This design comes from an exercise in tuning for small area, a short achievable clock period and few clock cycles per item on the open sky130 flow, not from production work. At most, simulation tests tie the RTL to the original design; equivalence was not proved. Power is estimated from default activity; no workload was simulated.

==> flow/design.v (excerpt) <==
module hme_refine (
    input  wire         clk,
    input  wire         rst,
    input  wire         start,
    input  wire         level,           
    input  wire [4:0]   grid_rows_m1,    
    input  wire [4:0]   grid_cols_m1,    
    output reg          busy,
    output reg          done,
    output reg          seed_req,
    output reg  [4:0]   seed_mb_row,
    output reg  [4:0]   seed_mb_col,
    input  wire [6:0]   seed_dy,
    input  wire [6:0]   seed_dx,
    output wire         ref_req,
    output reg  [10:0]  ref_y,
    output reg  [10:0]  ref_x,
    input  wire [127:0] ref_row,
    output wire         tgt_req,
    output reg  [10:0]  tgt_y,
    output wire [10:0]  tgt_x,
    input  wire [127:0] tgt_row,
    output reg          res_valid,
    output wire [4:0]   res_mb_row,
    output wire [4:0]   res_mb_col,
    output wire [7:0]   res_dy,
    output wire [7:0]   res_dx,
    output wire [19:0]  res_cost
);
==> flow/config.mk <==
export PLATFORM = sky130hd
export DESIGN_NAME = hme_refine
export DESIGN_NICKNAME = hme_refine
export VERILOG_FILES = /design/flow/design.v
export SDC_FILE = /design/flow/constraint.sdc
export NUM_CORES = 4
export LEC_CHECK = 0
export CAP_MARGIN = 20
export CORE_MARGIN = 2
export CORE_UTILIZATION = 25
export PLACE_DENSITY = 0.5
export SLEW_MARGIN = 20
==> flow/constraint.sdc <==
create_clock -name core_clock -period 24.0 [get_ports {clk}]
set_input_delay 4.8000 -clock core_clock [delete_from_list [all_inputs] [get_ports {clk}]]
set_output_delay 4.8000 -clock core_clock [all_outputs]
set_load 0.01 [all_outputs]
standard.sh (not shown) runs the stock make flow with config.mk's settings and CLKGATE_MAP_FILE= SYNTH_SCRIPT=/design/flow/synth_recipe.tcl, a recipe that flattens the netlist after the stock synthesis.
==> flow/flow/run.sh <==
#!/bin/bash
# The standard layout, with plain buf_1 cells as the port buffers and larger
# clock-tree sink clusters without dummy loads.
set -euo pipefail
bash standard.sh "BUFFER_PORTS_ARGS=-buffer_cell sky130_fd_sc_hd__buf_1" \
  "CTS_ARGS=-sink_clustering_enable -repair_clock_nets -dont_use_dummy_load -sink_clustering_size 20 -sink_clustering_max_diameter 100" \
  finish > make_finish.log 2>&1
Testbench counts at the start, summed over its fixed seeds: cycles 162,841, mbs 337.
Edit:
==> flow/flow/run.sh (replaced) <==
#!/bin/bash
# The standard layout, with plain buf_1 cells as the port buffers and larger
# clock-tree sink clusters without dummy loads.
set -euo pipefail
bash standard.sh "BUFFER_PORTS_ARGS=-buffer_cell sky130_fd_sc_hd__buf_1" \
  "CTS_ARGS=-sink_clustering_enable -repair_clock_nets -dont_use_dummy_load -sink_clustering_size 30 -sink_clustering_max_diameter 150" \
  finish > make_finish.log 2>&1
--- a/flow/config.mk
+++ b/flow/config.mk
@@ -9,4 +9,4 @@
 export CORE_MARGIN = 2
-export CORE_UTILIZATION = 25
-export PLACE_DENSITY = 0.5
+export CORE_UTILIZATION = 45
+export PLACE_DENSITY = 0.65
 export SLEW_MARGIN = 20
Effect:
- count of clock-buffer cells in the layout is lower by 10
- power decreases by about 1.2%
- combinational power rises by about 2%
- global-route usage is higher by 8.6 points
- sequential share of layout area grows by 1.1 points
- sequential cell count does not change
- die area falls by about 44%
- via count climbs by about 3%
- final area drops by 3.4%
- register-to-register slack degrades by 0.02 ns

## the previous run
Another version of the RTL of hme_refine (not shown whole).
Size: ~2500 cells after synthesis, roughly 370 flip-flops, about 390 I/O pins, ~23000 µm² of cells after synthesis.
Settings: LEC_CHECK=0, ABC_AREA=1, CAP_MARGIN=20, CORE_MARGIN=2, CORE_UTILIZATION=25, CTS_BUF_LIST=sky130_fd_sc_hd__clkbuf_4 sky130_fd_sc_hd__clkbuf_8, PLACE_DENSITY=0.5, SLEW_MARGIN=20; clock period 24.0 ns.
==> flow/flow/run.sh <==
#!/bin/bash
# The standard layout, with plain buf_1 cells as the port buffers.
set -euo pipefail
bash standard.sh "BUFFER_PORTS_ARGS=-buffer_cell sky130_fd_sc_hd__buf_1" finish > make_finish.log 2>&1
Input-level comparison between the current run and the previous run:
Settings: ABC_AREA: 1 -> unset; CTS_BUF_LIST: sky130_fd_sc_hd__clkbuf_4 sky130_fd_sc_hd__clkbuf_8 -> unset.
==> comparison <==
In the flow results for the current run and the previous run, the overall routed net length is smaller on the current run. Going from the previous run to the current run, relative contribution of combinational cells to total power shrinks by 0.3 points. Compared with the previous run, the current run shows a lower post-route minimum period.
No functional check of the RTL was part of any run of this note.

[static timing again, ports no longer ideal]
How much do the figures lean on ideal ports? The routed layouts below were timed once more, with nothing changed but the port constraints.
Step 1 sets driving cells, clkbuf_16 on the clock port and buf_2 on the other inputs (assumed; they add their load-dependent delay and slew).
Step 2, shift: input delay + t, output delay - t, t = (earliest + latest rising clock arrival at the registers) / 2. This alone moves slack from input paths to output paths.
Slacks: ideal / step 1 / step 2; pairs: ideal / step 1.
| run | shift t [ns] | setup slack, ns | worst setup path at the end |
|---|---|---|---|
| the first run of note 1 | 0.607 | 17.854 / 17.885 / 17.278 | input to register |
| the second run of note 1 | 0.581 | 17.734 / 17.767 / 17.186 | input to register |
| the previous run | 0.724 | 17.846 / 17.777 / 17.407 | input to register |
| the current run | 0.618 | 17.876 / 17.901 / 17.294 | input to register |
After both steps setup and hold are still met in every run listed. For the current run, which loses most, drivers alone change the setup slack by +0.025 ns; drivers and shift together by -0.582 ns.
